Context: an optimization exercise on an open-source flow, tuned for small area. The choices shown serve that exercise and are no tape-out recipe.
RTL that was checked went through simulation tests only; none was proved equivalent to the original.
No functional check of the RTL was part of runs 1 and 2.
Power is estimated from default activity; no workload was simulated.

==> flow/design.v <==
module lamppwm (
    input  wire        clk,
    input  wire        por,
    input  wire        btn,
    input  wire        bg_tick,
    output wire        led,
    output wire        pwm_en,
    output wire        bg_run,
    output wire [1:0]  sleep_o,
    output wire        periph_clk_en,
    output wire [12:0] op_trace
);
    localparam [4:0]
        S_BOOT_BG     = 5'h01,
        S_SELFTEST_ON = 5'h04,
        S_SELFTEST_WT = 5'h05,
        S_SEI         = 5'h15,
        S_POLL        = 5'h06,
        S_DEBOUNCE    = 5'h07,
        S_ADVANCE     = 5'h08,
        S_DISPATCH    = 5'h09,
        S_PWM_OFF     = 5'h0B,
        S_REQ         = 5'h0D,
        S_ON_PWM      = 5'h0A,
        S_ON_DUTY     = 5'h0C,
        S_ARM         = 5'h0E,
        S_SELECT      = 5'h0F,
        S_DEEP_BG     = 5'h02,
        S_SLEEP       = 5'h10,
        S_WAKEUP      = 5'h11,
        S_WAKE_CLI    = 5'h12,
        S_WAKE_CLRF   = 5'h13,
        S_WAKE_DISARM = 5'h14,
        S_WAKE_BG     = 5'h03;
    localparam [2:0] M_OFF = 3'b000, M_ON = 3'b001, M_SLOW = 3'b011, M_FAST = 3'b111, M_FADE = 3'b110;
    reg [4:0]  seq;
    reg [2:0]  mode;
    reg        pwm_en_r;
    reg [7:0]  pwm_cnt;
    reg [2:0]  pwm_buf;    
    reg [2:0]  pwm_cmp;    
    reg        pwm_hi;     
    reg        pcif;
    reg        btn_prev;
    reg        bg_run_r;
    reg [13:0] dly;
    wire mode_off = !mode[0] && !mode[1];    
    wire dly_end_16000 = (dly[0] && dly[1] && !dly[2] && !dly[3] && !dly[4] && dly[5] && dly[6] && dly[7] && !dly[8] && dly[9] && dly[10] && !dly[11] && !dly[12] && !dly[13]);
    wire dly_end_3200  = (dly[0] && !dly[1] && !dly[2] && dly[3] && !dly[4] && dly[6] && !dly[9] && !dly[10] && !dly[11] && !dly[13]);
    wire dly_end_16    = (dly[1] && dly[3] && !dly[4]);
    wire dly_end_2     = (dly[0]);
    wire wake     = pcif || (bg_run_r && bg_tick);
    wire pwm_wrap = (pwm_cnt[0] && pwm_cnt[1] && pwm_cnt[2] && pwm_cnt[3] && pwm_cnt[4] && pwm_cnt[5] && pwm_cnt[6] && !pwm_cnt[7]);    
    reg pwm_last;
    always @(*) begin
        if (!pwm_cmp[0])     pwm_last = (!pwm_cnt[0] && pwm_cnt[1] && pwm_cnt[2] && !pwm_cnt[4] && !pwm_cnt[6] && !pwm_cnt[7]);
        else if (!pwm_cmp[1]) pwm_last = (!pwm_cnt[0] && !pwm_cnt[1] && pwm_cnt[2] && !pwm_cnt[3] && !pwm_cnt[4] && pwm_cnt[5] && pwm_cnt[6] && !pwm_cnt[7]);
        else if (pwm_cmp[2]) pwm_last = (!pwm_cnt[0] && !pwm_cnt[1] && pwm_cnt[2] && !pwm_cnt[4] && pwm_cnt[5]);
        else                 pwm_last = (pwm_cnt[1] && !pwm_cnt[2] && pwm_cnt[3] && pwm_cnt[7]);
    end
    always @(posedge clk) begin
        dly <= st_dly_clr ? 14'd0 : {~dly[12:0], ~(dly[13] ^ dly[9] ^ dly[5] ^ dly[0])};
    end
    always @(posedge clk) begin
        pwm_cnt <= pwm_load ? 8'd0 : {~pwm_cnt[6:0], ~(pwm_cnt[7] ^ pwm_cnt[5] ^ pwm_cnt[4] ^ pwm_cnt[2])};
        if (pwm_load || pwm_wrap) begin
            pwm_cmp <= pwm_buf;
            pwm_hi  <= pwm_buf[0] || pwm_buf[1];    
        end else if (pwm_last) begin
            pwm_hi  <= 1'b0;
        end
    end
    always @(posedge clk) begin
        btn_prev <= btn;
    end
    wire wait_end = mode_off ? dly_end_16 : dly_end_2;
    wire seq_nxt0 = (!seq[0] && seq[2] && seq[3]) || (!seq[2] && mode_off && bg_run_r) || (!seq[0] && !seq[1] && seq[2]) || (!seq[0] && seq[1] && seq[4]) || (seq[1] && !seq[2] && !seq[3] && !seq[4]) || (!seq[0] && !seq[1] && wake) || (seq[0] && !seq[3] && !seq[4] && !dly_end_3200 && bg_run_r) || (!seq[0] && seq[2] && !btn) || (seq[0] && !seq[1] && !seq[2] && seq[4] && !wait_end) || (!seq[0] && !seq[1] && !seq[4]) || (!seq[1] && !seq[3] && !seq[4] && bg_run_r);
    wire seq_nxt1 = (!seq[0] && seq[1] && seq[2] && seq[3]) || (seq[0] && !seq[1] && seq[3]) || (seq[2] && seq[4]) || (seq[2] && seq[3] && mode_off) || (seq[0] && !seq[1] && seq[4] && wait_end) || (!seq[0] && seq[1] && !seq[2] && !seq[3]) || (!seq[0] && seq[1] && seq[2] && !btn) || (seq[0] && seq[1] && seq[2] && !seq[3] && !dly_end_3200);
    wire seq_nxt2 = (!seq[1] && seq[2] && !seq[4]) || (seq[0] && seq[1] && !seq[2] && !seq[3]) || (!seq[0] && seq[1] && seq[3]) || (!seq[1] && !seq[4] && !bg_run_r) || (seq[0] && !seq[1] && seq[2]) || (seq[1] && !seq[2] && seq[3] && bg_run_r) || (seq[0] && seq[2] && !seq[3] && !dly_end_3200) || (!seq[0] && seq[2] && !seq[4] && !btn);
    wire seq_nxt3 = (!seq[0] && !seq[2] && !seq[4]) || (!seq[2] && seq[3] && bg_run_r) || (!seq[1] && seq[3]) || (!seq[0] && seq[3]) || (seq[0] && seq[1] && seq[2] && !seq[3] && dly_end_3200) || (!seq[0] && seq[1] && !seq[4] && btn);
    wire seq_nxt4 = (seq[0] && seq[1] && seq[3] && !mode_off) || (!seq[2] && seq[4]) || (seq[1] && !bg_run_r) || (!seq[2] && !seq[3] && !mode_off) || (seq[0] && !seq[1] && !seq[3] && !seq[4] && dly_end_16000 && bg_run_r);
    wire st_dly_clr  = (!seq[0] && seq[2] && !seq[3] && !seq[4]) || (!seq[0] && !seq[1] && !seq[2] && !seq[3]);
    wire st_on_duty  = (!seq[0] && !seq[1] && seq[2] && seq[3]);
    wire st_debounce = (seq[0] && seq[1] && seq[2] && !seq[3]);
    wire st_selftest = (seq[0] && !seq[1] && seq[2] && !seq[3] && !seq[4]);
    wire st_clrf     = (seq[0] && seq[1] && seq[4]);
    wire sleeping    = (!seq[1] && !seq[2] && seq[4]);
    wire st_pstate   = (!seq[1] && !seq[2] && seq[4]) || (seq[0] && !seq[1] && seq[2] && seq[3]);
    wire pcie        = (!seq[0] && !seq[2] && !seq[3]) || (seq[3] && !bg_run_r) || (seq[0] && seq[1] && seq[2] && seq[3]) || (!seq[0] && seq[4]) || (!seq[2] && seq[4]);
    wire pwm_load    = (!seq[0] && seq[1] && !seq[2] && seq[3] && !pwm_en_r);
    wire pwm_en_nxt  = (!seq[3] && pwm_en_r) || (!seq[1] && pwm_en_r) || (!seq[0] && seq[1] && !seq[2] && seq[3]) || (seq[2] && pwm_en_r);
    wire bg_run_nxt  = (seq[4] && bg_run_r) || (seq[2] && bg_run_r) || (seq[3] && bg_run_r) || (seq[0] && !seq[3] && !seq[4]);
    always @(posedge clk) begin
        if (por) begin
            seq      <= S_BOOT_BG;
            mode     <= M_OFF;
            pwm_en_r <= 1'b0;
            pwm_buf  <= M_OFF;
            pcif     <= 1'b0;
            bg_run_r <= 1'b0;
        end else begin
            seq      <= {seq_nxt4, seq_nxt3, seq_nxt2, seq_nxt1, seq_nxt0};
            pwm_en_r <= pwm_en_nxt;
            bg_run_r <= bg_run_nxt;
            if (st_debounce && dly_end_3200 && !btn)
                mode <= {mode[1] & mode[0], mode[0], !mode[2]};
            if (st_on_duty)
                pwm_buf <= mode;
            pcif <= (pcie && (btn != btn_prev)) || (pcif && !st_clrf);
        end
    end
    wire [4:0] opc = seq;
    wire [7:0] duty = {!mode[1],                      
                       !(mode[1] && mode[0]),         
                       mode[2] || !mode[1],           
                       1'b1, 1'b1,                    
                       mode[1],                       
                       mode[0],                       
                       mode[1] && !(mode[2] && mode[0])};  
    wire [7:0] arg = st_on_duty ? duty : {7'd0, mode_off && st_pstate};
    assign op_trace      = {opc, arg};
    assign led           = st_selftest || (pwm_en_r && pwm_hi);
    assign pwm_en        = pwm_en_r;
    assign bg_run        = bg_run_r;
    assign sleep_o       = {sleeping && mode_off, sleeping && !mode_off};
    assign periph_clk_en = !(sleeping && mode_off);
endmodule
==> flow/flow/run.sh <==
#!/bin/bash
# The standard layout flow (standard.sh) with two changes: the ports are
# buffered with the smallest buffer, and CTS uses no dummy loads.
export BUFFER_PORTS_ARGS="-buffer_cell sky130_fd_sc_hd__buf_1"
export CTS_ARGS="-sink_clustering_enable -repair_clock_nets -dont_use_dummy_load -buf_list sky130_fd_sc_hd__clkbuf_8"
bash standard.sh > standard.log 2>&1
==> flow/standard.sh <==
#!/bin/bash
# synth_recipe.tcl (not shown) runs the flow's synth.tcl, then flattens the netlist and writes it again
# the make line also repeats each setting of config.mk as NAME=value (left out here)
make -C /OpenROAD-flow-scripts/flow DESIGN_CONFIG=/design/flow/config.mk WORK_HOME=/design/flow/orfs CLKGATE_MAP_FILE= SYNTH_SCRIPT=/design/flow/synth_recipe.tcl "${@:-finish}"
==> flow/config.mk <==
export PLATFORM = sky130hd
export DESIGN_NAME = lamppwm
export DESIGN_NICKNAME = lamppwm
export VERILOG_FILES = /design/flow/design.v
export SDC_FILE = /design/flow/constraint.sdc
export NUM_CORES = 4
export LEC_CHECK = 0
export CAP_MARGIN = 20
export CORE_MARGIN = 2
export CORE_UTILIZATION = 40
export PLACE_DENSITY = 0.6
export SLEW_MARGIN = 20
==> flow/constraint.sdc <==
create_clock -name core_clock -period 10.0 [get_ports {clk}]
set_input_delay 2.0000 -clock core_clock [delete_from_list [all_inputs] [get_ports {clk}]]
set_output_delay 2.0000 -clock core_clock [all_outputs]
set_load 0.01 [all_outputs]
==> results of run 1 <==
worst min-delay path by stage:
| stage | start | end | slack, ns | depth (start not counted) |
|---|---|---|---|---|
| 6_report | dly[7] | dly[8] | 0.42 | 1 |
| 5_1_grt | dly[12] | dly[13] | 0.44 | 1 |
| 4_1_cts | dly[12] | dly[13] | 0.43 | 1 |
| 3_5_place_dp | dly[8] | dly[9] | 0.40 | 1 |
| 3_3_place_gp | dly[8] | dly[9] | 0.40 | 1 |
| 2_1_floorplan | dly[8] | dly[9] | 0.38 | 1 |
layout make-up:
cell class | instances | area, sq um | share of cell area [%]
clock buffers | 5 | 68.82 | 3.331
multi-input cells | 155 | 944.7 | 45.73
well taps | 54 | 67.56 | 3.271
repair buffers | 23 | 90.09 | 4.361
flip-flops and latches | 41 | 860.8 | 41.67
inverters | 9 | 33.78 | 1.635
metal layers:
metal	track usage [%]	up-vias	part of all wire [%]
li1	-	791	-
met1	23.51	707	52
met2	23.84	24	44
met3	4.420	5	3.1
met4	4.321	0	1.0
met5	0	-	0
cell families (layout without fill, tap and decap cells):
logic type                Yosys count  count (layout)  synth area share [%]
muxes                               2               2                 1.055
buffers and inverters              21              37                 4.815
AOI/OAI and AO/OA                  45              45                 15.76
and+or+nand+nor                   101             101                 29.75
DFF                                41              41                 45.38
xor gates and xnor gates            7               7                 3.232
power by group:
part           switching (W)  internal, W  total [W]
Sequential         0.0000854     0.000228   0.000314
Combinational      0.0000974     0.000103   0.000200
Clock              0.0000481    0.0000449  0.0000930
cells in the mapped netlist (all sizes together) (2+ instances only):
master    n
a2111oi   3
a21oi    15
a31oi     4
and2      3
and3      3
buf       6
clkbuf    6
dfxtp    37
edfxtp    4
inv       9
mux2i     2
nand2    13
nand2b    6
nand3     8
nand3b    2
nand4     3
nand4b    3
nor2     36
nor2b     6
nor3      4
nor3b     2
nor4b     2
o211ai    2
o21ai     7
o21bai    2
o31ai     3
or2       3
or4       2
xnor2     4
xor2      3
stage by stage:
step           hold slack, ns  power [W]  cell area [sq um]  worst slack (ns)
6_report               0.4217  0.0006071               2066             5.759
5_1_grt                0.4377  0.0006620               2066             5.546
4_1_cts                0.4265  0.0006151               2066             5.762
3_5_place_dp           0.4038  0.0005200               1997             6.096
3_3_place_gp           0.3974  0.0005165               1997             6.177
2_1_floorplan          0.3833  0.0004625               1897             6.492
state kept, by name, summed over array words and instances (netlist names):
signal / flops
seq: 5
pwm_cnt: 8
pwm_cmp: 3
mode: 3
pwm_en_r: 1
dly: 14
pwm_buf: 3
btn_prev: 1
bg_run_r: 1
pwm_hi: 1
pcif: 1
==> report_table.html, run 1 <==
<table>
<tr><th>Metric</th><th>Value</th></tr>
<tr><th colspan="2">Clocking</th></tr>
<tr><td>Number of hold buffers added after cts</td><td>0</td></tr>
<tr><td>CTS max path bufs</td><td>2</td></tr>
<tr><td>Clk Latency, worst-skew pair</td><td>about 0.29 ns</td></tr>
<tr><td>CTS H-Tree Depth</td><td>2</td></tr>
<tr><td>Clock transition at the registers of the reported paths</td><td>0.07 ns</td></tr>
<tr><td>Root buf cell</td><td>sky130_fd_sc_hd__clkbuf_8</td></tr>
<tr><td>Clock Sinks</td><td>41</td></tr>
<tr><td>CTS tree</td><td>built</td></tr>
<tr><td>Post-CTS setup repair buffer count</td><td>0</td></tr>
<tr><td>Post-cts sizing count</td><td>0</td></tr>
<tr><td>Num CTS Buffers</td><td>5</td></tr>
<tr><th colspan="2">Worst setup path</th></tr>
<tr><td>R2r worst-path depth</td><td>4</td></tr>
<tr><td>Arrival @ worst endpoint</td><td>2.24 ns</td></tr>
<tr><td>Crit. path cell count</td><td>7</td></tr>
<tr><td>Reg-to-reg startpoint</td><td>seq[1]</td></tr>
<tr><td>Slowest cell on the critical path</td><td>sky130_fd_sc_hd__dfxtp_1</td></tr>
<tr><td>Kind of cell adding the most delay to the critical path</td><td>simple AND/OR/NAND/NOR gates</td></tr>
<tr><td>Setup Crit Path Kind</td><td>reg -&gt; out</td></tr>
<tr><td>Critical Path Max Stage Delay</td><td>slightly below 0.7 ns</td></tr>
<tr><td>Setup slack on the worst flop-to-flop path</td><td>around 8.0 ns</td></tr>
<tr><td>Capture instance of the worst register-to-register path</td><td>pwm_hi</td></tr>
<tr><td>Endpoint of the most critical setup path</td><td>op_trace[0]</td></tr>
<tr><td>Critical path startpoint</td><td>seq[2]</td></tr>
<tr><td>Largest fanout on the critical path</td><td>18</td></tr>
<tr><td>Worst Path Buf+Inv</td><td>2</td></tr>
<tr><td>Critical Path Sink Type</td><td>output pin</td></tr>
<tr><td>Startpoint class of the critical path</td><td>flop</td></tr>
<tr><td>Crit-path cells</td><td>nor2b_1, nand3_2, inv_1, and2_1, nor2_1, o21ai_1, buf_1</td></tr>
<tr><td>Worst EP required</td><td>approximately 8.0 ns</td></tr>
<tr><th colspan="2">Die</th></tr>
<tr><td>Count of pins on the block boundary</td><td>23</td></tr>
<tr><td>Horiz. Die Dim</td><td>~73 um</td></tr>
<tr><td>Effective utilization at floorplan</td><td>between 40% and 50%</td></tr>
<tr><td>Std-Cell Rows</td><td>25</td></tr>
<tr><td>Die boundary height</td><td>approximately 73 um</td></tr>
<tr><td>Std-Cell Core Area</td><td>0.004661 sq mm</td></tr>
<tr><td>Area of the die</td><td>approximately 0.0053 sq mm</td></tr>
<tr><th colspan="2">Finish</th></tr>
<tr><td>Final cell utilization of the core</td><td>roughly 44%</td></tr>
<tr><td>Filler Cells Inserted</td><td>about 480</td></tr>
<tr><td>Area growth from synthesis to layout</td><td>8.905%</td></tr>
<tr><td>Most common cell after layout, fill and taps aside</td><td>sky130_fd_sc_hd__dfxtp_1</td></tr>
<tr><td>Layout cell share with drive strength beyond 1</td><td>a little under 8%</td></tr>
<tr><td>Non-filler cells in the finished layout</td><td>287</td></tr>
<tr><td>Top library cells by usage in the layout, fill and taps aside</td><td>sky130_fd_sc_hd__dfxtp_1 (37), sky130_fd_sc_hd__nor2_1 (36), sky130_fd_sc_hd__buf_1 (22)</td></tr>
<tr><td>Total inserted antenna cells</td><td>0</td></tr>
<tr><td>Final #Nets</td><td>between 200 and 250</td></tr>
<tr><th colspan="2">Yosys</th></tr>
<tr><td>Mapped Cells</td><td>between 200 and 250</td></tr>
<tr><td>Count of flip-flops with a built-in enable after synthesis</td><td>4</td></tr>
<tr><td>Synth Net Count</td><td>about 220</td></tr>
<tr><td>Post-synthesis sequential element count</td><td>41</td></tr>
<tr><td>Synthesized area</td><td>around 0.0019 sq mm</td></tr>
<tr><td>Sequential element share of the synthesized area</td><td>a little under half</td></tr>
<tr><td>Async S/R FF share, synth</td><td>0%</td></tr>
<tr><td>Syn. warnings</td><td>1</td></tr>
<tr><td>Leading cell types by total area after synthesis</td><td>sky130_fd_sc_hd__dfxtp_1 (39%), sky130_fd_sc_hd__nor2_1 (7.1%), sky130_fd_sc_hd__edfxtp_1 (6.3%), sky130_fd_sc_hd__a21oi_1 (4.0%), sky130_fd_sc_hd__nand2_1 (2.6%)</td></tr>
<tr><td>Avg Synthesized Cell Area</td><td>around 8.7 sq um</td></tr>
<tr><td>Library cell occupying the most area in the post-synthesis netlist</td><td>sky130_fd_sc_hd__dfxtp_1</td></tr>
<tr><td>Number of unique standard cell types used by synthesis</td><td>52</td></tr>
<tr><td>Predominant post-synthesis flop cell</td><td>sky130_fd_sc_hd__dfxtp_1</td></tr>
<tr><td>Yosys top cell area share</td><td>approximately two fifths</td></tr>
<tr><th colspan="2">Timing</th></tr>
<tr><td>Max-slew violation total from the final report</td><td>0</td></tr>
<tr><td>Finish-stage setup viols</td><td>0</td></tr>
<tr><td>FMAX</td><td>approximately 0.24 GHz</td></tr>
<tr><td>Final worst path period need</td><td>4.241 ns</td></tr>
<tr><td>Count of final hold-check violations</td><td>0</td></tr>
<tr><td>Clock Skews</td><td>about 0.019 ns</td></tr>
<tr><td>Worst-margin pin slew</td><td>0.6511 ns</td></tr>
<tr><td>Period utilization</td><td>a little over two fifths</td></tr>
<tr><td>Setup TNS</td><td>0 ns</td></tr>
<tr><td>Worst slew margin relative to its limit</td><td>between 50% and 60%</td></tr>
<tr><td>RSZ-0062 raised after global routing</td><td>no</td></tr>
<tr><th colspan="2">Detailed routing</th></tr>
<tr><td>Antenna-violating nets left</td><td>0</td></tr>
<tr><td>DR vias/cell</td><td>about 5.3</td></tr>
<tr><td>First-iteration detailed-routing DRC count</td><td>56</td></tr>
<tr><td>Routed via count</td><td>around 1,500</td></tr>
<tr><td>Drt wl/cell</td><td>13.48 um</td></tr>
<tr><td>Total length of routed wires</td><td>approximately 3.9 mm</td></tr>
<tr><td>Number of iterations in the first detailed-routing pass</td><td>4</td></tr>
<tr><td>Post-route DRC</td><td>0</td></tr>
<tr><th colspan="2">Global routing</th></tr>
<tr><td>Number of antenna violations at the first check in global routing</td><td>0</td></tr>
<tr><td>Number of global-route vias before repair</td><td>1,410</td></tr>
<tr><td>GRT Util Overall</td><td>between 10% and 20%</td></tr>
<tr><td>Wire length of the first global-routing pass</td><td>a little under 7 mm</td></tr>
<tr><td>Maximum number of pins on one net before global-route repair</td><td>20</td></tr>
<tr><td>Aggregate global routing overflow</td><td>0</td></tr>
<tr><th colspan="2">Worst hold path</th></tr>
<tr><td>Min-delay worst type</td><td>reg -&gt; reg</td></tr>
<tr><th colspan="2">Place</th></tr>
<tr><td>Cell count after placement</td><td>about 280</td></tr>
<tr><td>Routability Congestion</td><td>around 0.8</td></tr>
<tr><td>Count of buffers inserted at the top-level ports</td><td>22</td></tr>
<tr><td>Post-detail-place hpwl</td><td>~2.8 mm</td></tr>
<tr><th colspan="2">Status</th></tr>
<tr><td>Result of the run</td><td>finished clean</td></tr>
<tr><th colspan="2">Power and ir drop</th></tr>
<tr><td>Highest ir drop seen on vdd</td><td>~0.16 mV</td></tr>
<tr><td>Static leakage</td><td>approximately 0.76 nW</td></tr>
<tr><td>Power per Cell Area</td><td>293.9 mW/mm^2</td></tr>
<tr><th colspan="2">Run</th></tr>
<tr><td>MaxCap Viol Count</td><td>0</td></tr>
</table>
==> run 2, diff against run 1 <==
==> flow/flow/run.sh (replaced) <==
#!/bin/bash
# The standard layout flow (standard.sh) with two changes: the ports are
# buffered with the smallest buffer, and CTS uses no dummy loads.
export BUFFER_PORTS_ARGS="-buffer_cell sky130_fd_sc_hd__buf_1"
export CTS_ARGS="-sink_clustering_enable -repair_clock_nets -dont_use_dummy_load -buf_list sky130_fd_sc_hd__clkbuf_4 -sink_clustering_size 12"
bash standard.sh > standard.log 2>&1
==> report_table.html, run 2 <==
<table>
<tr><th>Metric</th><th>Value</th></tr>
<tr><th colspan="2">Yosys</th></tr>
<tr><td>Synth Net Count</td><td>221 (unchanged)</td></tr>
<tr><td>Sequential element share of the synthesized area</td><td>45.38% (unchanged)</td></tr>
<tr><td>Leading cell types by total area after synthesis</td><td>sky130_fd_sc_hd__dfxtp_1 (39%), sky130_fd_sc_hd__nor2_1 (7.1%), sky130_fd_sc_hd__edfxtp_1 (6.3%), sky130_fd_sc_hd__a21oi_1 (4.0%), sky130_fd_sc_hd__nand2_1 (2.6%)</td></tr>
<tr><td>Yosys top cell area share</td><td>39.05% (unchanged)</td></tr>
<tr><td>Count of flip-flops with a built-in enable after synthesis</td><td>4 (unchanged)</td></tr>
<tr><td>Commonest cells in the synthesized netlist</td><td>sky130_fd_sc_hd__dfxtp_1 (37), sky130_fd_sc_hd__nor2_1 (36), sky130_fd_sc_hd__a21oi_1 (15)</td></tr>
<tr><td>Library cell occupying the most area in the post-synthesis netlist</td><td>sky130_fd_sc_hd__dfxtp_1</td></tr>
<tr><td>Mapped Cells</td><td>217 (unchanged)</td></tr>
<tr><td>Post-synthesis sequential element count</td><td>41 (unchanged)</td></tr>
<tr><td>Synthesized area</td><td>0.001897 sq mm (unchanged)</td></tr>
<tr><td>Avg Synthesized Cell Area</td><td>8.741 sq um (unchanged)</td></tr>
<tr><td>Async S/R FF share, synth</td><td>0% (unchanged)</td></tr>
<tr><td>Predominant post-synthesis flop cell</td><td>sky130_fd_sc_hd__dfxtp_1</td></tr>
<tr><td>Most frequent cell after synthesis</td><td>sky130_fd_sc_hd__dfxtp_1</td></tr>
<tr><td>Number of unique standard cell types used by synthesis</td><td>52 (unchanged)</td></tr>
<tr><td>Syn. warnings</td><td>1 (unchanged)</td></tr>
<tr><th colspan="2">Power and ir drop</th></tr>
<tr><td>Net switching power figure</td><td>0.0002290 W (-0.84%)</td></tr>
<tr><td>Clock power share</td><td>11.9% (-3.4 points)</td></tr>
<tr><td>Cell internal pwr</td><td>0.0003543 W (-5.8%)</td></tr>
<tr><td>Portion of total power attributed to sequential cells</td><td>53.8% (+2.1 points)</td></tr>
<tr><td>Switching part of the total power</td><td>39.26% (+1.2 points)</td></tr>
<tr><td>Power per Cell Area</td><td>286.7 mW/mm^2 (-2.4%)</td></tr>
<tr><td>Highest ir drop seen on vdd</td><td>0.1777 mV (+11%)</td></tr>
<tr><td>Portion of total power attributed to combinational logic</td><td>34.3% (+1.3 points)</td></tr>
<tr><td>Total Power Consumption</td><td>0.0005834 W (-3.9%)</td></tr>
<tr><td>Static leakage</td><td>0.7451 nW (-1.7%)</td></tr>
<tr><th colspan="2">Finish</th></tr>
<tr><td>Area growth from synthesis to layout</td><td>7.256%</td></tr>
<tr><td>Total inserted antenna cells</td><td>0 (unchanged)</td></tr>
<tr><td>Flip-flop count of the largest register after layout</td><td>14 (unchanged)</td></tr>
<tr><td>Top library cells by usage in the layout, fill and taps aside</td><td>sky130_fd_sc_hd__dfxtp_1 (37), sky130_fd_sc_hd__nor2_1 (36), sky130_fd_sc_hd__buf_1 (22)</td></tr>
<tr><td>Final #Nets</td><td>239 (unchanged)</td></tr>
<tr><td>Most common cell after layout, fill and taps aside</td><td>sky130_fd_sc_hd__dfxtp_1</td></tr>
<tr><td>Layout cell share with drive strength beyond 1</td><td>7.725% (unchanged)</td></tr>
<tr><td>Largest reg by FF count</td><td>dly</td></tr>
<tr><td>Largest registers</td><td>dly: 14 flops, pwm_cnt: 8 flops, seq: 5 flops</td></tr>
<tr><th colspan="2">Timing</th></tr>
<tr><td>FMAX</td><td>0.2313 GHz (-1.9%)</td></tr>
<tr><td>Period utilization</td><td>43.23% (+0.82 points)</td></tr>
<tr><td>Final worst path period need</td><td>4.323 ns (+0.08201 ns)</td></tr>
<tr><td>Max-slew violation total from the final report</td><td>0 (unchanged)</td></tr>
<tr><td>Finish-stage setup viols</td><td>0 (unchanged)</td></tr>
<tr><td>Count of final hold-check violations</td><td>0 (unchanged)</td></tr>
<tr><td>Worst slew margin relative to its limit</td><td>55.40% (-1.2 points)</td></tr>
<tr><td>Worst-margin pin slew</td><td>0.6691 ns (+0.01793 ns)</td></tr>
<tr><td>RSZ-0062 raised after global routing</td><td>no</td></tr>
<tr><td>Clock Skews</td><td>0.03067 ns (+0.01199 ns)</td></tr>
<tr><td>Setup TNS</td><td>0 ns (unchanged)</td></tr>
<tr><th colspan="2">Status</th></tr>
<tr><td>Result of the run</td><td>finished clean</td></tr>
<tr><th colspan="2">Detailed routing</th></tr>
<tr><td>Total length of routed wires</td><td>3.896 mm (+0.67%)</td></tr>
<tr><td>Routed via count</td><td>1,546 (+1.2%)</td></tr>
<tr><td>DR vias/cell</td><td>5.387 (+1.2%)</td></tr>
<tr><td>Post-route DRC</td><td>0 (unchanged)</td></tr>
<tr><td>Number of iterations in the first detailed-routing pass</td><td>4 (unchanged)</td></tr>
<tr><td>Antenna-violating nets left</td><td>0 (unchanged)</td></tr>
<tr><td>Drt wl/cell</td><td>13.57 um (+0.67%)</td></tr>
<tr><td>First-iteration detailed-routing DRC count</td><td>60 (+7.1%)</td></tr>
<tr><th colspan="2">Global routing</th></tr>
<tr><td>Wire length of the first global-routing pass</td><td>6.844 mm (+0.91%)</td></tr>
<tr><td>Aggregate global routing overflow</td><td>0 (unchanged)</td></tr>
<tr><td>GRT met2 Usage</td><td>23.94% (+0.10 points)</td></tr>
<tr><td>GRT Util Overall</td><td>16.56% (+0.32 points)</td></tr>
<tr><td>Met1 usage</td><td>23.60% (+0.086 points)</td></tr>
<tr><td>Most Crowded Layer GR</td><td>met2</td></tr>
<tr><td>Number of global-route vias before repair</td><td>1,412 (+0.14%)</td></tr>
<tr><td>Number of antenna violations at the first check in global routing</td><td>0 (unchanged)</td></tr>
<tr><td>Maximum number of pins on one net before global-route repair</td><td>20 (unchanged)</td></tr>
<tr><td>Grt met3 use</td><td>4.420% (unchanged)</td></tr>
<tr><th colspan="2">Place</th></tr>
<tr><td>Post-detail-place hpwl</td><td>2.813 mm (unchanged)</td></tr>
<tr><td>Count of buffers inserted at the top-level ports</td><td>22 (unchanged)</td></tr>
<tr><td>Routability Congestion</td><td>0.7854 (unchanged)</td></tr>
<tr><th colspan="2">Worst setup path</th></tr>
<tr><td>Critical Path Sink Type</td><td>output pin</td></tr>
<tr><td>Setup slack on the worst flop-to-flop path</td><td>7.98 ns (about the same)</td></tr>
<tr><td>Startpoint class of the critical path</td><td>flop</td></tr>
<tr><td>Crit-path cells</td><td>nor2b_1, nand3_2, inv_1, and2_1, nor2_1, o21ai_1, buf_1</td></tr>
<tr><td>Critical Path Max Stage Delay</td><td>0.71 ns (+0.02 ns)</td></tr>
<tr><td>Reg-to-reg startpoint</td><td>seq[1]</td></tr>
<tr><td>Slowest cell on the critical path</td><td>sky130_fd_sc_hd__dfxtp_1</td></tr>
<tr><td>Capture instance of the worst register-to-register path</td><td>pwm_hi</td></tr>
<tr><td>Arrival @ worst endpoint</td><td>2.32 ns (+0.08 ns)</td></tr>
<tr><td>Setup Crit Path Kind</td><td>reg -&gt; out</td></tr>
<tr><td>Largest fanout on the critical path</td><td>18 (unchanged)</td></tr>
<tr><td>R2r worst-path depth</td><td>4 (unchanged)</td></tr>
<tr><td>Worst EP required</td><td>8.00 ns (about the same)</td></tr>
<tr><th colspan="2">Die</th></tr>
<tr><td>Std-Cell Rows</td><td>25 (unchanged)</td></tr>
<tr><td>Die boundary height</td><td>72.86 um (unchanged)</td></tr>
<tr><td>Std-Cell Core Area</td><td>0.004661 sq mm (unchanged)</td></tr>
<tr><td>Count of pins on the block boundary</td><td>23 (unchanged)</td></tr>
<tr><td>Horiz. Die Dim</td><td>72.86 um (unchanged)</td></tr>
<tr><td>Effective utilization at floorplan</td><td>40.70% (unchanged)</td></tr>
<tr><td>Area of the die</td><td>0.005309 sq mm (unchanged)</td></tr>
<tr><th colspan="2">Clocking</th></tr>
<tr><td>CTS tree</td><td>built</td></tr>
<tr><td>Post-cts sizing count</td><td>0 (unchanged)</td></tr>
<tr><td>Number of hold buffers added after cts</td><td>0 (unchanged)</td></tr>
<tr><td>Clock transition at the registers of the reported paths</td><td>0.11 ns (+0.04 ns)</td></tr>
<tr><td>Num CTS Buffers</td><td>5 (unchanged)</td></tr>
<tr><td>CTS max path bufs</td><td>2 (unchanged)</td></tr>
<tr><td>CTS H-Tree Depth</td><td>2 (unchanged)</td></tr>
<tr><td>Root buf cell</td><td>sky130_fd_sc_hd__clkbuf_4</td></tr>
<tr><td>Clk Latency, worst-skew pair</td><td>0.34 ns (+0.05 ns)</td></tr>
<tr><td>Clock Sinks</td><td>41 (unchanged)</td></tr>
<tr><td>Post-CTS setup repair buffer count</td><td>0 (unchanged)</td></tr>
<tr><th colspan="2">Worst hold path</th></tr>
<tr><td>Number of cells traversed by the worst hold path</td><td>1 (unchanged)</td></tr>
<tr><td>Min-delay worst type</td><td>reg -&gt; reg</td></tr>
<tr><td>Endpoint, Worst Hold</td><td>dly[8]</td></tr>
<tr><td>Min-delay src</td><td>dly[7]</td></tr>
<tr><th colspan="2">Run</th></tr>
<tr><td>MaxCap Viol Count</td><td>0 (unchanged)</td></tr>
</table>
-- run 2: layout make-up --
| cell class | count | area [sq um] |
|---|---|---|
| clock buffers | 5 | 37.54 |
| fillers | 481 | 2626 |
| inverters | 9 | 33.78 |
| multi-input cells | 155 | 944.7 |
| flip-flops and latches | 41 | 860.8 |
| well taps | 54 | 67.56 |
| repair buffers | 23 | 90.09 |
-- run 2: worst max-delay path: cells and delay by family (launching register included) --
family                 cells  cell delay (ns)
and+or+nand+nor            4             0.78
DFF                        1             0.71
buffers and inverters      2             0.37
AOI/OAI and AO/OA          1             0.12
-- run 2: power groups by stage --
stage | Sequential, W | Combinational [W] | Clock, W
global route | 0.000328 | 0.000230 | 0.0000798
finish | 0.000314 | 0.000200 | 0.0000696
floorplan | 0.000284 | 0.000179 | 0
CTS | 0.000314 | 0.000203 | 0.0000744
detailed placement | 0.000318 | 0.000202 | 0
global placement | 0.000317 | 0.000199 | 0
-- run 2: cells by family (layout without fill, tap and decap cells) --
group	count (synthesis)	count (layout)	synth area share (%)
AO/OA/AOI/OAI	45	45	15.76
XOR/XNOR	7	7	3.232
buffers and inverters	21	37	4.815
flip-flops	41	41	45.38
multiplexers	2	2	1.055
AND/OR/NAND/NOR	101	101	29.75
-- run 2: how the worst max path moves through the flow --
stage / from / to / slack [ns] / depth (start not counted)
finish: seq[2] / op_trace[0] / 5.68 / 7
global placement: seq[2] / op_trace[0] / 6.18 / 7
floorplan: seq[2] / op_trace[0] / 6.49 / 6
CTS: seq[2] / op_trace[0] / 5.69 / 7
global route: seq[2] / op_trace[0] / 5.47 / 7
detailed placement: seq[2] / op_trace[0] / 6.10 / 7
-- run 2: layer usage --
metal / routed length [um] / vias up
li1: - / 796
met4: 65 / 0
met2: 1733 / 29
met1: 1943 / 716
met5: 0 / -
met3: 153 / 5
-- run 2: through the flow --
stage / setup slack [ns] / utilization [%] / cell area [sq um] / hold WS, ns / std cells
2_1_floorplan: 6.492 / - / 1897 / 0.3833 / 217
3_3_place_gp: 6.177 / 42.85 / 1997 / 0.3974 / 282
3_5_place_dp: 6.096 / 42.85 / 1997 / 0.4038 / 282
4_1_cts: 5.693 / 43.65 / 2034 / 0.4333 / 287
5_1_grt: 5.470 / 43.65 / 2034 / 0.4446 / 287
6_report: 5.677 / 43.65 / 2034 / 0.4291 / 287
==> run 3, diff against run 2 <==
--- a/flow/design.v
+++ b/flow/design.v
@@ -33,5 +33,5 @@
         S_WAKE_DISARM = 5'h14,
         S_WAKE_BG     = 5'h03;
-    localparam [2:0] M_OFF = 3'b000, M_ON = 3'b001, M_SLOW = 3'b011, M_FAST = 3'b111, M_FADE = 3'b110;
+    localparam [2:0] M_OFF = 3'b000, M_ON = 3'b100, M_SLOW = 3'b101, M_FAST = 3'b111, M_FADE = 3'b110;
     reg [4:0]  seq;
     reg [2:0]  mode;
@@ -39,14 +39,14 @@
     reg [7:0]  pwm_cnt;
     reg [2:0]  pwm_buf;    
-    reg [2:0]  pwm_cmp;    
+    reg [1:0]  pwm_cmp;    
     reg        pwm_hi;     
     reg        pcif;
     reg        btn_prev;
     reg        bg_run_r;
-    reg [13:0] dly;
-    wire mode_off = !mode[0] && !mode[1];    
-    wire dly_end_16000 = (dly[0] && dly[1] && !dly[2] && !dly[3] && !dly[4] && dly[5] && dly[6] && dly[7] && !dly[8] && dly[9] && dly[10] && !dly[11] && !dly[12] && !dly[13]);
-    wire dly_end_3200  = (dly[0] && !dly[1] && !dly[2] && dly[3] && !dly[4] && dly[6] && !dly[9] && !dly[10] && !dly[11] && !dly[13]);
-    wire dly_end_16    = (dly[1] && dly[3] && !dly[4]);
+    reg [11:0] dly;
+    wire mode_off = !mode[2];    
+    wire dly_end_16000 = (dly[0] && dly[1] && !dly[2] && dly[3] && !dly[5] && !dly[6] && !dly[7] && !dly[8] && pwm_cnt[0] && !pwm_cnt[3] && pwm_cnt[4] && pwm_cnt[6]);
+    wire dly_end_3200  = (!dly[0] && !dly[1] && dly[2] && dly[3] && dly[4] && dly[5] && !dly[6] && !dly[7] && !dly[8] && dly[9] && dly[10] && !dly[11]);
+    wire dly_end_16    = (!dly[0] && dly[1] && dly[3]);
     wire dly_end_2     = (dly[0]);
     wire wake     = pcif || (bg_run_r && bg_tick);
@@ -54,17 +54,19 @@
     reg pwm_last;
     always @(*) begin
-        if (!pwm_cmp[0])     pwm_last = (!pwm_cnt[0] && pwm_cnt[1] && pwm_cnt[2] && !pwm_cnt[4] && !pwm_cnt[6] && !pwm_cnt[7]);
-        else if (!pwm_cmp[1]) pwm_last = (!pwm_cnt[0] && !pwm_cnt[1] && pwm_cnt[2] && !pwm_cnt[3] && !pwm_cnt[4] && pwm_cnt[5] && pwm_cnt[6] && !pwm_cnt[7]);
-        else if (pwm_cmp[2]) pwm_last = (!pwm_cnt[0] && !pwm_cnt[1] && pwm_cnt[2] && !pwm_cnt[4] && pwm_cnt[5]);
-        else                 pwm_last = (pwm_cnt[1] && !pwm_cnt[2] && pwm_cnt[3] && pwm_cnt[7]);
+        case (pwm_cmp)
+            2'b00:   pwm_last = (!pwm_cnt[0] && !pwm_cnt[1] && pwm_cnt[2] && !pwm_cnt[3] && !pwm_cnt[4] && pwm_cnt[5] && pwm_cnt[6] && !pwm_cnt[7]);    
+            2'b10:   pwm_last = (!pwm_cnt[0] && pwm_cnt[1] && pwm_cnt[2] && !pwm_cnt[4] && !pwm_cnt[6] && !pwm_cnt[7]);    
+            2'b11:   pwm_last = (!pwm_cnt[0] && !pwm_cnt[1] && pwm_cnt[2] && !pwm_cnt[4] && pwm_cnt[5]);     
+            default: pwm_last = (pwm_cnt[1] && !pwm_cnt[2] && pwm_cnt[3] && pwm_cnt[7]);     
+        endcase
     end
     always @(posedge clk) begin
-        dly <= st_dly_clr ? 14'd0 : {~dly[12:0], ~(dly[13] ^ dly[9] ^ dly[5] ^ dly[0])};
+        dly <= st_dly_clr ? 12'd0 : {~dly[10:0], ~(dly[11] ^ dly[0] ^ dly[1] ^ dly[7])};
     end
     always @(posedge clk) begin
-        pwm_cnt <= pwm_load ? 8'd0 : {~pwm_cnt[6:0], ~(pwm_cnt[7] ^ pwm_cnt[5] ^ pwm_cnt[4] ^ pwm_cnt[2])};
+        pwm_cnt <= pwm_cnt_clr ? 8'd0 : {~pwm_cnt[6:0], ~(pwm_cnt[7] ^ pwm_cnt[5] ^ pwm_cnt[4] ^ pwm_cnt[2])};
         if (pwm_load || pwm_wrap) begin
-            pwm_cmp <= pwm_buf;
-            pwm_hi  <= pwm_buf[0] || pwm_buf[1];    
+            pwm_cmp <= pwm_buf[1:0];
+            pwm_hi  <= pwm_buf[2];    
         end else if (pwm_last) begin
             pwm_hi  <= 1'b0;
@@ -88,4 +90,5 @@
     wire st_pstate   = (!seq[1] && !seq[2] && seq[4]) || (seq[0] && !seq[1] && seq[2] && seq[3]);
     wire pcie        = (!seq[0] && !seq[2] && !seq[3]) || (seq[3] && !bg_run_r) || (seq[0] && seq[1] && seq[2] && seq[3]) || (!seq[0] && seq[4]) || (!seq[2] && seq[4]);
+    wire pwm_cnt_clr = (!seq[0] && seq[1] && !seq[2] && seq[3] && !pwm_en_r) || (!seq[0] && !seq[1] && !seq[3] && !seq[4]);
     wire pwm_load    = (!seq[0] && seq[1] && !seq[2] && seq[3] && !pwm_en_r);
     wire pwm_en_nxt  = (!seq[3] && pwm_en_r) || (!seq[1] && pwm_en_r) || (!seq[0] && seq[1] && !seq[2] && seq[3]) || (seq[2] && pwm_en_r);
@@ -104,5 +107,5 @@
             bg_run_r <= bg_run_nxt;
             if (st_debounce && dly_end_3200 && !btn)
-                mode <= {mode[1] & mode[0], mode[0], !mode[2]};
+                mode <= {!(mode[1] && !mode[0]), mode[0], mode[2] && !mode[1]};
             if (st_on_duty)
                 pwm_buf <= mode;
@@ -111,11 +114,11 @@
     end
     wire [4:0] opc = seq;
-    wire [7:0] duty = {!mode[1],                      
-                       !(mode[1] && mode[0]),         
-                       mode[2] || !mode[1],           
+    wire [7:0] duty = {!mode[1] && !mode[0],          
+                       !mode[0],                      
+                       mode[1] || !mode[0],           
                        1'b1, 1'b1,                    
-                       mode[1],                       
-                       mode[0],                       
-                       mode[1] && !(mode[2] && mode[0])};  
+                       mode[1] || mode[0],            
+                       !mode[1] || mode[0],           
+                       mode[1] ^ mode[0]};            
     wire [7:0] arg = st_on_duty ? duty : {7'd0, mode_off && st_pstate};
     assign op_trace      = {opc, arg};
==> report_table.html, run 3 <==
<table>
<tr><th>Metric</th><th>Value</th></tr>
<tr><th colspan="2">Status</th></tr>
<tr><td>Result of the run</td><td>finished clean</td></tr>
<tr><th colspan="2">Global routing</th></tr>
<tr><td>Grt met3 use</td><td>3.333% (-1.1 points)</td></tr>
<tr><td>Most Crowded Layer GR</td><td>met2</td></tr>
<tr><td>Aggregate global routing overflow</td><td>0 (unchanged)</td></tr>
<tr><td>Met1 usage</td><td>24.22% (+0.62 points)</td></tr>
<tr><td>GRT Util Overall</td><td>16.66% (+0.096 points)</td></tr>
<tr><td>Number of antenna violations at the first check in global routing</td><td>0 (unchanged)</td></tr>
<tr><td>Number of global-route vias before repair</td><td>1,396 (-1.1%)</td></tr>
<tr><td>Wire length of the first global-routing pass</td><td>6.824 mm (-0.29%)</td></tr>
<tr><td>GRT met2 Usage</td><td>24.69% (+0.75 points)</td></tr>
<tr><td>Maximum number of pins on one net before global-route repair</td><td>24 (+20%)</td></tr>
<tr><th colspan="2">Finish</th></tr>
<tr><td>Largest reg by FF count</td><td>dly</td></tr>
<tr><td>Non-filler cells in the finished layout</td><td>282 (-1.7%)</td></tr>
<tr><td>Final #Nets</td><td>239 (unchanged)</td></tr>
<tr><td>Flip-flop count of the largest register after layout</td><td>12 (-2)</td></tr>
<tr><td>Top library cells by usage in the layout, fill and taps aside</td><td>sky130_fd_sc_hd__dfxtp_1 (35), sky130_fd_sc_hd__nor2_1 (31), sky130_fd_sc_hd__nand2_1 (22), sky130_fd_sc_hd__buf_1 (22), sky130_fd_sc_hd__a21oi_1 (14)</td></tr>
<tr><td>Area of all placed cells without fillers</td><td>0.001966 sq mm (-3.4%)</td></tr>
<tr><td>Area growth from synthesis to layout</td><td>6.509%</td></tr>
<tr><td>Largest registers</td><td>dly: 12 flops, pwm_cnt: 8 flops, seq: 5 flops</td></tr>
<tr><td>Filler Cells Inserted</td><td>440 (-8.5%)</td></tr>
<tr><td>Most common cell after layout, fill and taps aside</td><td>sky130_fd_sc_hd__dfxtp_1</td></tr>
<tr><td>Total inserted antenna cells</td><td>0 (unchanged)</td></tr>
<tr><td>Layout cell share with drive strength beyond 1</td><td>6.087% (-1.6 points)</td></tr>
<tr><th colspan="2">Die</th></tr>
<tr><td>Die boundary height</td><td>71.93 um (-1.3%)</td></tr>
<tr><td>Std-Cell Core Area</td><td>0.004414 sq mm (-5.3%)</td></tr>
<tr><td>Effective utilization at floorplan</td><td>41.81% (+1.1 points)</td></tr>
<tr><td>Count of pins on the block boundary</td><td>23 (unchanged)</td></tr>
<tr><td>Std-Cell Rows</td><td>24 (-4.0%)</td></tr>
<tr><td>Horiz. Die Dim</td><td>71.93 um (-1.3%)</td></tr>
<tr><td>Area of the die</td><td>0.005173 sq mm (-2.6%)</td></tr>
<tr><th colspan="2">Clocking</th></tr>
<tr><td>Post-cts sizing count</td><td>0 (unchanged)</td></tr>
<tr><td>Number of hold buffers added after cts</td><td>0 (unchanged)</td></tr>
<tr><td>Root buf cell</td><td>sky130_fd_sc_hd__clkbuf_4</td></tr>
<tr><td>Post-CTS setup repair buffer count</td><td>0 (unchanged)</td></tr>
<tr><td>Clock Sinks</td><td>38 (-7.3%)</td></tr>
<tr><td>Clock transition at the registers of the reported paths</td><td>0.11 ns (about the same)</td></tr>
<tr><td>Clk Latency, worst-skew pair</td><td>0.35 ns (about the same)</td></tr>
<tr><td>CTS max path bufs</td><td>2 (unchanged)</td></tr>
<tr><td>Num CTS Buffers</td><td>5 (unchanged)</td></tr>
<tr><td>CTS tree</td><td>built</td></tr>
<tr><td>CTS H-Tree Depth</td><td>2 (unchanged)</td></tr>
<tr><th colspan="2">Worst setup path</th></tr>
<tr><td>Largest fanout on the critical path</td><td>21 (+3)</td></tr>
<tr><td>Reg-to-reg startpoint</td><td>seq[1]</td></tr>
<tr><td>Capture instance of the worst register-to-register path</td><td>pwm_hi</td></tr>
<tr><td>Critical path startpoint</td><td>seq[2]</td></tr>
<tr><td>R2r worst-path depth</td><td>4 (unchanged)</td></tr>
<tr><td>Startpoint class of the critical path</td><td>flop</td></tr>
<tr><td>Worst Path Buf+Inv</td><td>2 (unchanged)</td></tr>
<tr><td>Kind of cell adding the most delay to the critical path</td><td>flip-flops</td></tr>
<tr><td>Critical Path Max Stage Delay</td><td>0.77 ns (+0.06 ns)</td></tr>
<tr><td>Setup Crit Path Kind</td><td>reg -&gt; out</td></tr>
<tr><td>Worst EP required</td><td>8.00 ns (about the same)</td></tr>
<tr><td>Crit-path cells</td><td>nor2b_1, nand3b_1, inv_2, nand2_1, o31ai_1, buf_1</td></tr>
<tr><td>Setup slack on the worst flop-to-flop path</td><td>7.94 ns (-0.04 ns)</td></tr>
<tr><td>Slowest cell on the critical path</td><td>sky130_fd_sc_hd__dfxtp_1</td></tr>
<tr><td>Critical Path Sink Type</td><td>output pin</td></tr>
<tr><td>Arrival @ worst endpoint</td><td>2.22 ns (-0.10 ns)</td></tr>
<tr><th colspan="2">Timing</th></tr>
<tr><td>Setup TNS</td><td>0 ns (unchanged)</td></tr>
<tr><td>RSZ-0062 raised after global routing</td><td>no</td></tr>
<tr><td>Period utilization</td><td>42.20% (-1.0 points)</td></tr>
<tr><td>Count of final hold-check violations</td><td>0 (unchanged)</td></tr>
<tr><td>Clock Skews</td><td>0.02275 ns (-0.007922 ns)</td></tr>
<tr><td>Worst-margin pin slew</td><td>0.7815 ns (+0.1124 ns)</td></tr>
<tr><td>Worst slew margin relative to its limit</td><td>47.83% (-7.6 points)</td></tr>
<tr><td>Final worst path period need</td><td>4.220 ns (-0.1032 ns)</td></tr>
<tr><td>Max-slew violation total from the final report</td><td>0 (unchanged)</td></tr>
<tr><td>FMAX</td><td>0.2370 GHz (+2.4%)</td></tr>
<tr><td>Finish-stage setup viols</td><td>0 (unchanged)</td></tr>
<tr><th colspan="2">Worst hold path</th></tr>
<tr><td>Endpoint, Worst Hold</td><td>pwm_cmp[0]</td></tr>
<tr><td>Min-delay src</td><td>pwm_buf[0]</td></tr>
<tr><td>Number of cells traversed by the worst hold path</td><td>0 (-1)</td></tr>
<tr><td>Min-delay worst type</td><td>reg -&gt; reg</td></tr>
<tr><th colspan="2">Yosys</th></tr>
<tr><td>Synth Net Count</td><td>225 (+1.8%)</td></tr>
<tr><td>Count of flip-flops with a built-in enable after synthesis</td><td>3 (-1)</td></tr>
<tr><td>Yosys top cell area share</td><td>37.97% (-1.1 points)</td></tr>
<tr><td>Avg Synthesized Cell Area</td><td>8.466 sq um (-3.2%)</td></tr>
<tr><td>Synthesized area</td><td>0.001846 sq mm (-2.7%)</td></tr>
<tr><td>Post-synthesis sequential element count</td><td>38 (-7.3%)</td></tr>
<tr><td>Most frequent cell after synthesis</td><td>sky130_fd_sc_hd__dfxtp_1</td></tr>
<tr><td>Predominant post-synthesis flop cell</td><td>sky130_fd_sc_hd__dfxtp_1</td></tr>
<tr><td>Syn. warnings</td><td>1 (unchanged)</td></tr>
<tr><td>Library cell occupying the most area in the post-synthesis netlist</td><td>sky130_fd_sc_hd__dfxtp_1</td></tr>
<tr><td>Commonest cells in the synthesized netlist</td><td>sky130_fd_sc_hd__dfxtp_1 (35), sky130_fd_sc_hd__nor2_1 (31), sky130_fd_sc_hd__nand2_1 (22)</td></tr>
<tr><td>Mapped Cells</td><td>218 (+0.46%)</td></tr>
<tr><td>Async S/R FF share, synth</td><td>0% (unchanged)</td></tr>
<tr><td>Leading cell types by total area after synthesis</td><td>sky130_fd_sc_hd__dfxtp_1 (38%), sky130_fd_sc_hd__nor2_1 (6.3%), sky130_fd_sc_hd__edfxtp_1 (4.9%), sky130_fd_sc_hd__nand2_1 (4.5%), sky130_fd_sc_hd__a21oi_1 (3.8%)</td></tr>
<tr><td>Sequential element share of the synthesized area</td><td>42.85% (-2.5 points)</td></tr>
<tr><td>Number of unique standard cell types used by synthesis</td><td>46 (-12%)</td></tr>
<tr><th colspan="2">Place</th></tr>
<tr><td>Count of buffers inserted at the top-level ports</td><td>22 (unchanged)</td></tr>
<tr><td>DP Area</td><td>0.001928 sq mm (-3.4%)</td></tr>
<tr><td>Routability Congestion</td><td>0.7820 (-0.43%)</td></tr>
<tr><td>Post-detail-place hpwl</td><td>2.835 mm (+0.78%)</td></tr>
<tr><td>Cell count after placement</td><td>277 (-1.8%)</td></tr>
<tr><th colspan="2">Power and ir drop</th></tr>
<tr><td>Highest ir drop seen on vdd</td><td>0.1621 mV (-8.8%)</td></tr>
<tr><td>Power per Cell Area</td><td>288.0 mW/mm^2 (+0.45%)</td></tr>
<tr><td>Static leakage</td><td>0.7238 nW (-2.9%)</td></tr>
<tr><th colspan="2">Run</th></tr>
<tr><td>MaxCap Viol Count</td><td>0 (unchanged)</td></tr>
<tr><th colspan="2">Detailed routing</th></tr>
<tr><td>Antenna-violating nets left</td><td>0 (unchanged)</td></tr>
<tr><td>DR vias/cell</td><td>5.613 (+4.2%)</td></tr>
<tr><td>Post-route DRC</td><td>0 (unchanged)</td></tr>
<tr><td>Drt wl/cell</td><td>14.15 um (+4.2%)</td></tr>
<tr><td>Routed via count</td><td>1,583 (+2.4%)</td></tr>
<tr><td>First-iteration detailed-routing DRC count</td><td>75 (+25%)</td></tr>
<tr><td>Total length of routed wires</td><td>3.990 mm (+2.4%)</td></tr>
<tr><td>Number of iterations in the first detailed-routing pass</td><td>5 (+1)</td></tr>
</table>
## run 3: cell types whose count changed after synthesis, sizes merged, moves of 4 or more
| cell | delta |
|---|---|
| nor2b | -4 |
| nor4 | +4 |
| buf | +5 |
| nand2 | +9 |
| nor2 | -4 |
## run 3: power breakdown
part	internal [W]	total, W	leakage (nW)	switching (W)
logic	0.0000942	0.000193	0.382	0.0000986
registers	0.000210	0.000304	0.319	0.0000934
clock network	0.0000235	0.0000698	0.0230	0.0000462
## run 3: cells by family after synthesis
| group | after synthesis | synth area share [%] |
|---|---|---|
| xor gates and xnor gates | 7 | 3.322 |
| and+or+nand+nor | 100 | 29.49 |
| AOI/OAI and AO/OA | 44 | 15.86 |
| buffers and inverters | 26 | 6.440 |
| adders and majority gates | 3 | 2.034 |
| DFF | 38 | 42.85 |
## run 3: final cells by class
cell class,count,area (sq um),share of cell area [%]
inverters,11,41.29,2.101
clock buffers,5,37.54,1.910
flip-flops and latches,38,790.8,40.23
multi-input cells,154,948.4,48.25
well taps,52,65.06,3.310
repair buffers,22,82.58,4.201
## run 3: how the worst max path moves through the flow
stage	to	cells past startpoint	slack (ns)
2_1_floorplan	op_trace[7]	5	6.74
3_3_place_gp	op_trace[0]	6	6.28
3_5_place_dp	op_trace[0]	6	6.20
4_1_cts	op_trace[0]	6	5.80
5_1_grt	op_trace[0]	6	5.62
6_report	op_trace[0]	6	5.78
## run 3: metal layers
layer  share of wire [%]  vias up
li1                    -      787
met1                  50      742
met2                  45       47
met3                 4.0        7
met4                 1.5        0
met5                   0        -
## run 3: metrics by stage
step,worst slack [ns],hold WS (ns),total power (W),util (%)
6_report,5.780,0.4219,0.0005661,44.53
5_1_grt,5.624,0.4451,0.0006157,44.53
4_1_cts,5.802,0.4200,0.0005670,44.53
3_5_place_dp,6.197,0.4095,0.0004984,43.68
3_3_place_gp,6.283,0.4002,0.0004913,43.40
2_1_floorplan,6.738,0.3846,0.0004467,-
## run 3: worst reg2reg max path: cells and delay by family, from the launching register on
family,cells,cell delay [ns]
simple gates,3,0.84
compound gates,1,0.13
flops,1,0.83
==> run 4, diff against run 3 <==
==> flow/flow/run.sh (replaced) <==
#!/bin/bash
# The standard layout flow (standard.sh) with three changes:
# - synthesis maps the combinational logic for area (flow/synth.tcl);
# - the ports are buffered with the smallest buffer;
# - CTS inserts no dummy loads and uses small clock buffers.
# Each tool's full output goes to the ORFS logs; make's output to flow.log.
set -euo pipefail
sed "s#SYNTH_SCRIPT=[^ ]*#SYNTH_SCRIPT=$PWD/flow/synth.tcl#" standard.sh > own_standard.sh
grep -q "SYNTH_SCRIPT=$PWD/flow/synth.tcl" own_standard.sh
export BUFFER_PORTS_ARGS="-buffer_cell sky130_fd_sc_hd__buf_1"
export CTS_ARGS="-sink_clustering_enable -repair_clock_nets -dont_use_dummy_load -buf_list sky130_fd_sc_hd__clkbuf_4 -sink_clustering_size 12"
bash own_standard.sh > flow.log 2>&1
==> flow/flow/area.abc (new file) <==
strash
dch
amap
topo
==> flow/flow/synth.tcl (new file) <==
# The standard flow's synthesis script (synth_recipe.tcl) with two changes to the mapping
# of the combinational logic: ORFS's ABC step uses the area-oriented ABC
# script area.abc beside this file instead of ORFS's speed script, and
# adders are not extracted into half/full-adder cells first (ABC maps that
# logic itself). The registers, and everything else, are unchanged.
set own_abc_script [file join [file dirname [file normalize [info script]]] area.abc]
proc synth {args} { yosys synth -nofsm -noshare {*}$args }
proc abc {args} {
  set i [lsearch -exact $args -script]
  if { $i >= 0 } {
    lset args [expr { $i + 1 }] $::own_abc_script
  }
  yosys abc {*}$args
}
proc extract_fa {args} {}
source $::env(SCRIPTS_DIR)/synth.tcl
# left out here: clear keep_hierarchy, flatten, clean up, hide names made inside functions, write 1_2_yosys.v
==> report_table.html, run 4 <==
<table>
<tr><th>Metric</th><th>Value</th></tr>
<tr><th colspan="2">Status</th></tr>
<tr><td>Result of the run</td><td>finished clean</td></tr>
<tr><th colspan="2">Place</th></tr>
<tr><td>Post-detail-place hpwl</td><td>2.858 mm (+0.83%)</td></tr>
<tr><td>Count of buffers inserted at the top-level ports</td><td>22 (unchanged)</td></tr>
<tr><td>Routability Congestion</td><td>0.9298 (+19%)</td></tr>
<tr><th colspan="2">Power and ir drop</th></tr>
<tr><td>Highest ir drop seen on vdd</td><td>0.1331 mV (-18%)</td></tr>
<tr><td>Static leakage</td><td>0.6657 nW (-8.0%)</td></tr>
<tr><td>Power per Cell Area</td><td>298.1 mW/mm^2 (+3.5%)</td></tr>
<tr><th colspan="2">Worst setup path</th></tr>
<tr><td>Kind of cell adding the most delay to the critical path</td><td>flip-flops</td></tr>
<tr><td>Critical Path Sink Type</td><td>output pin</td></tr>
<tr><td>Arrival @ worst endpoint</td><td>2.00 ns (-0.22 ns)</td></tr>
<tr><td>Worst EP required</td><td>8.00 ns (about the same)</td></tr>
<tr><td>Capture instance of the worst register-to-register path</td><td>mode[1]</td></tr>
<tr><td>Startpoint class of the critical path</td><td>flop</td></tr>
<tr><td>Crit-path cells</td><td>clkinv_1, nor2_1, nand2_1, o22ai_1, buf_1</td></tr>
<tr><td>Slowest cell on the critical path</td><td>sky130_fd_sc_hd__dfxtp_1</td></tr>
<tr><td>Worst Path Buf+Inv</td><td>2 (unchanged)</td></tr>
<tr><td>Largest fanout on the critical path</td><td>13 (-38%)</td></tr>
<tr><td>Reg-to-reg startpoint</td><td>dly[7]</td></tr>
<tr><td>Critical Path Max Stage Delay</td><td>0.59 ns (-0.18 ns)</td></tr>
<tr><td>Setup Crit Path Kind</td><td>reg -&gt; out</td></tr>
<tr><td>R2r worst-path depth</td><td>6 (+2)</td></tr>
<tr><td>Setup slack on the worst flop-to-flop path</td><td>7.70 ns (-0.24 ns)</td></tr>
<tr><th colspan="2">Timing</th></tr>
<tr><td>RSZ-0062 raised after global routing</td><td>no</td></tr>
<tr><td>Worst-margin pin slew</td><td>0.7519 ns (-0.02956 ns)</td></tr>
<tr><td>Hold_ws</td><td>0.4166 ns (-0.005255 ns)</td></tr>
<tr><td>Final worst path period need</td><td>4.000 ns (-0.2199 ns)</td></tr>
<tr><td>Worst slew margin relative to its limit</td><td>49.16% (+1.3 points)</td></tr>
<tr><td>Setup TNS</td><td>0 ns (unchanged)</td></tr>
<tr><td>FMAX</td><td>0.2500 GHz (+5.5%)</td></tr>
<tr><td>Clock Skews</td><td>0.01378 ns (-0.008963 ns)</td></tr>
<tr><td>Count of final hold-check violations</td><td>0 (unchanged)</td></tr>
<tr><td>Finish-stage setup viols</td><td>0 (unchanged)</td></tr>
<tr><td>Max-slew violation total from the final report</td><td>0 (unchanged)</td></tr>
<tr><td>Period utilization</td><td>40.00% (-2.2 points)</td></tr>
<tr><th colspan="2">Die</th></tr>
<tr><td>Count of pins on the block boundary</td><td>23 (unchanged)</td></tr>
<tr><td>Area of the die</td><td>0.004759 sq mm (-8.0%)</td></tr>
<tr><td>Die boundary height</td><td>68.99 um (-4.1%)</td></tr>
<tr><td>Horiz. Die Dim</td><td>68.99 um (-4.1%)</td></tr>
<tr><td>Effective utilization at floorplan</td><td>41.93% (+0.12 points)</td></tr>
<tr><td>Std-Cell Core Area</td><td>0.004029 sq mm (-8.7%)</td></tr>
<tr><td>Std-Cell Rows</td><td>23 (-4.2%)</td></tr>
<tr><th colspan="2">Clocking</th></tr>
<tr><td>Num CTS Buffers</td><td>5 (unchanged)</td></tr>
<tr><td>Post-CTS setup repair buffer count</td><td>0 (unchanged)</td></tr>
<tr><td>Post-cts sizing count</td><td>0 (unchanged)</td></tr>
<tr><td>Root buf cell</td><td>sky130_fd_sc_hd__clkbuf_4</td></tr>
<tr><td>Number of hold buffers added after cts</td><td>0 (unchanged)</td></tr>
<tr><td>Clock Sinks</td><td>38 (unchanged)</td></tr>
<tr><td>CTS H-Tree Depth</td><td>2 (unchanged)</td></tr>
<tr><td>CTS tree</td><td>built</td></tr>
<tr><td>Clock transition at the registers of the reported paths</td><td>0.11 ns (about the same)</td></tr>
<tr><td>Clk Latency, worst-skew pair</td><td>0.35 ns (about the same)</td></tr>
<tr><td>CTS max path bufs</td><td>2 (unchanged)</td></tr>
<tr><th colspan="2">Worst hold path</th></tr>
<tr><td>Min-delay src</td><td>dly[6]</td></tr>
<tr><td>Number of cells traversed by the worst hold path</td><td>1 (+1)</td></tr>
<tr><td>Min-delay worst type</td><td>reg -&gt; reg</td></tr>
<tr><td>Endpoint, Worst Hold</td><td>dly[7]</td></tr>
<tr><th colspan="2">Yosys</th></tr>
<tr><td>Synth Net Count</td><td>220 (-2.2%)</td></tr>
<tr><td>Leading cell types by total area after synthesis</td><td>sky130_fd_sc_hd__dfxtp_1 (41%), sky130_fd_sc_hd__nor2_1 (14%), sky130_fd_sc_hd__clkinv_1 (6.0%), sky130_fd_sc_hd__edfxtp_1 (5.3%), sky130_fd_sc_hd__nand2_1 (2.9%)</td></tr>
<tr><td>Most frequent cell after synthesis</td><td>sky130_fd_sc_hd__nor2_1</td></tr>
<tr><td>Async S/R FF share, synth</td><td>0% (unchanged)</td></tr>
<tr><td>Yosys top cell area share</td><td>41.48% (+3.5 points)</td></tr>
<tr><td>Commonest cells in the synthesized netlist</td><td>sky130_fd_sc_hd__nor2_1 (64), sky130_fd_sc_hd__dfxtp_1 (35), sky130_fd_sc_hd__clkinv_1 (27)</td></tr>
<tr><td>Post-synthesis sequential element count</td><td>38 (unchanged)</td></tr>
<tr><td>Adder and majority gate portion of the synthesized area</td><td>0% (-2.0 points)</td></tr>
<tr><td>Main combinational cell family by area after synthesis</td><td>simple AND/OR/NAND/NOR gates</td></tr>
<tr><td>Multiplexer share of the synthesized area</td><td>0% (unchanged)</td></tr>
<tr><td>Syn. warnings</td><td>1 (unchanged)</td></tr>
<tr><td>Avg Synthesized Cell Area</td><td>7.820 sq um (-7.6%)</td></tr>
<tr><td>Complex-gate fraction of the synthesized area</td><td>17.63% (+1.8 points)</td></tr>
<tr><td>Count of flip-flops with a built-in enable after synthesis</td><td>3 (unchanged)</td></tr>
<tr><td>Library cell occupying the most area in the post-synthesis netlist</td><td>sky130_fd_sc_hd__dfxtp_1</td></tr>
<tr><td>Sequential element share of the synthesized area</td><td>46.81% (+4.0 points)</td></tr>
<tr><td>Predominant post-synthesis flop cell</td><td>sky130_fd_sc_hd__dfxtp_1</td></tr>
<tr><td>Synthesized area</td><td>0.001689 sq mm (-8.5%)</td></tr>
<tr><td>Mapped Cells</td><td>216 (-0.92%)</td></tr>
<tr><td>Simple-Gate Fraction of Synth Area</td><td>28.15% (-1.3 points)</td></tr>
<tr><td>Post-synthesis xor/xnor area fraction</td><td>0.5185% (-2.8 points)</td></tr>
<tr><td>Number of unique standard cell types used by synthesis</td><td>36 (-22%)</td></tr>
<tr><th colspan="2">Finish</th></tr>
<tr><td>Largest registers</td><td>dly: 12 flops, pwm_cnt: 8 flops, seq: 5 flops</td></tr>
<tr><td>Flip-flop count of the largest register after layout</td><td>12 (unchanged)</td></tr>
<tr><td>Total inserted antenna cells</td><td>0 (unchanged)</td></tr>
<tr><td>Layout cell share with drive strength beyond 1</td><td>2.479% (-3.6 points)</td></tr>
<tr><td>Largest reg by FF count</td><td>dly</td></tr>
<tr><td>Top library cells by usage in the layout, fill and taps aside</td><td>sky130_fd_sc_hd__nor2_1 (64), sky130_fd_sc_hd__dfxtp_1 (35), sky130_fd_sc_hd__clkinv_1 (27)</td></tr>
<tr><td>Most common cell after layout, fill and taps aside</td><td>sky130_fd_sc_hd__nor2_1</td></tr>
<tr><td>Area growth from synthesis to layout</td><td>10.37%</td></tr>
<tr><td>Final #Nets</td><td>248 (+3.8%)</td></tr>
<tr><th colspan="2">Detailed routing</th></tr>
<tr><td>Number of iterations in the first detailed-routing pass</td><td>4 (-1)</td></tr>
<tr><td>Routed length on met2</td><td>1.711 mm (-4.4%)</td></tr>
<tr><td>Total length of routed wires</td><td>3.876 mm (-2.9%)</td></tr>
<tr><td>Drt wl/cell</td><td>13.27 um (-6.2%)</td></tr>
<tr><td>Post-route DRC</td><td>0 (unchanged)</td></tr>
<tr><td>First-iteration detailed-routing DRC count</td><td>215 (+190%)</td></tr>
<tr><td>DR vias/cell</td><td>5.325 (-5.1%)</td></tr>
<tr><td>Top layer used by detailed routing</td><td>met4</td></tr>
<tr><td>Antenna-violating nets left</td><td>0 (unchanged)</td></tr>
<tr><td>Wl on met1</td><td>1.878 mm (-5.1%)</td></tr>
<tr><td>Sum of met3 wire segment lengths after detailed routing</td><td>182 um (+13%)</td></tr>
<tr><td>Routed via count</td><td>1,555 (-1.8%)</td></tr>
<tr><th colspan="2">Global routing</th></tr>
<tr><td>Number of global-route vias before repair</td><td>1,416 (+1.4%)</td></tr>
<tr><td>GRT Util Overall</td><td>18.53% (+1.9 points)</td></tr>
<tr><td>Aggregate global routing overflow</td><td>0 (unchanged)</td></tr>
<tr><td>Wire length of the first global-routing pass</td><td>6.520 mm (-4.5%)</td></tr>
<tr><td>Number of antenna violations at the first check in global routing</td><td>0 (unchanged)</td></tr>
<tr><td>Maximum number of pins on one net before global-route repair</td><td>15 (-38%)</td></tr>
<tr><th colspan="2">Run</th></tr>
<tr><td>MaxCap Viol Count</td><td>0 (unchanged)</td></tr>
</table>
## run 4: changes by cell type in the layout (fill, tap and decap cells not counted), sizes merged, moves of 4 or more
cell,before,now
nor2,32,64
clkinv,0,27
inv,11,0
nand2,22,13
nand3,11,2
a21oi,14,7
nor3,2,9
o21ai,10,4
xnor2,4,0
## run 4: worst max path at each step
stage / startpoint / endpoint / cells after the start
floorplan: seq[3] / op_trace[7] / 4
global placement: seq[3] / op_trace[0] / 5
detailed placement: seq[3] / op_trace[7] / 5
CTS: seq[3] / op_trace[7] / 5
global route: seq[3] / op_trace[7] / 5
finish: seq[3] / op_trace[0] / 5
## run 4: logic make-up (layout without fill, tap and decap cells)
logic type | after synthesis | after routing
xor gates and xnor gates | 1 | 1
AOI/OAI and AO/OA | 41 | 41
and+or+nand+nor | 107 | 107
buffers and inverters | 29 | 55
DFF | 38 | 38
## run 4: per-stage QoR
step / instance area [sq um] / util, % / worst slack [ns] / total power (W) / std cells
6_report: 1864 / 46.27 / 6.000 / 0.0005557 / 292
5_1_grt: 1864 / 46.27 / 5.798 / 0.0006070 / 292
4_1_cts: 1864 / 46.27 / 5.996 / 0.0005581 / 292
3_5_place_dp: 1827 / 45.34 / 6.381 / 0.0004891 / 287
3_3_place_gp: 1827 / 45.34 / 6.421 / 0.0004901 / 287
2_1_floorplan: 1689 / - / 6.576 / 0.0004208 / 216
## run 4: cell type report
| cell class | instances | area, sq um |
|---|---|---|
| Clock buffer | 5 | 37.54 |
| Fill cell | 421 | 2165 |
| Inverter | 27 | 101.3 |
| Multi-Input combinational cell | 149 | 782.0 |
| Sequential cell | 38 | 790.8 |
| Tap cell | 50 | 62.56 |
| Timing Repair Buffer | 23 | 90.09 |
## run 4: where the power goes
group | switching, W | internal (W) | total (W)
Sequential | 0.0000556 | 0.000212 | 0.000267
Combinational | 0.000135 | 0.0000833 | 0.000218
Clock | 0.0000466 | 0.0000235 | 0.0000701
Total | 0.000237 | 0.000318 | 0.000556
## run 4: worst register-to-register path: cells and delay by family (launching register included)
family          cells  cell delay (ns)
compound gates      1             0.29
buf+inv             1             0.16
flops               1             0.35
simple gates        4             1.41
## run 4: routing by layer
metal / track usage [%] / up-vias
li1: - / 809
met1: 25.47 / 687
met2: 27.52 / 46
met3: 4.058 / 13
met4: 8.578 / 0
met5: 0 / -

-- separate check: timing with driven ports --
Ports are ideal in the flow. The routed layouts listed here were re-timed in OpenROAD. Step 1, drivers: a clkbuf_16 drives clk and a buf_2 each remaining input, both assumed. Step 2, shift: input delay + t, output delay - t, t = (earliest + latest rising clock arrival at the registers) / 2. This alone moves slack from input paths to output paths. Three values: ideal, step 1, step 2; two values: the first two.
| run | shift t [ns] | setup WS [ns] |
|---|---|---|
| run 1 | 0.301 | 5.759 / 5.734 / 6.036 |
| run 2 | 0.351 | 5.677 / 5.650 / 6.000 |
| run 3 | 0.359 | 5.780 / 5.756 / 6.115 |
| run 4 | 0.363 | 6.000 / 5.976 / 6.339 |
After both steps every run listed still meets setup and hold.
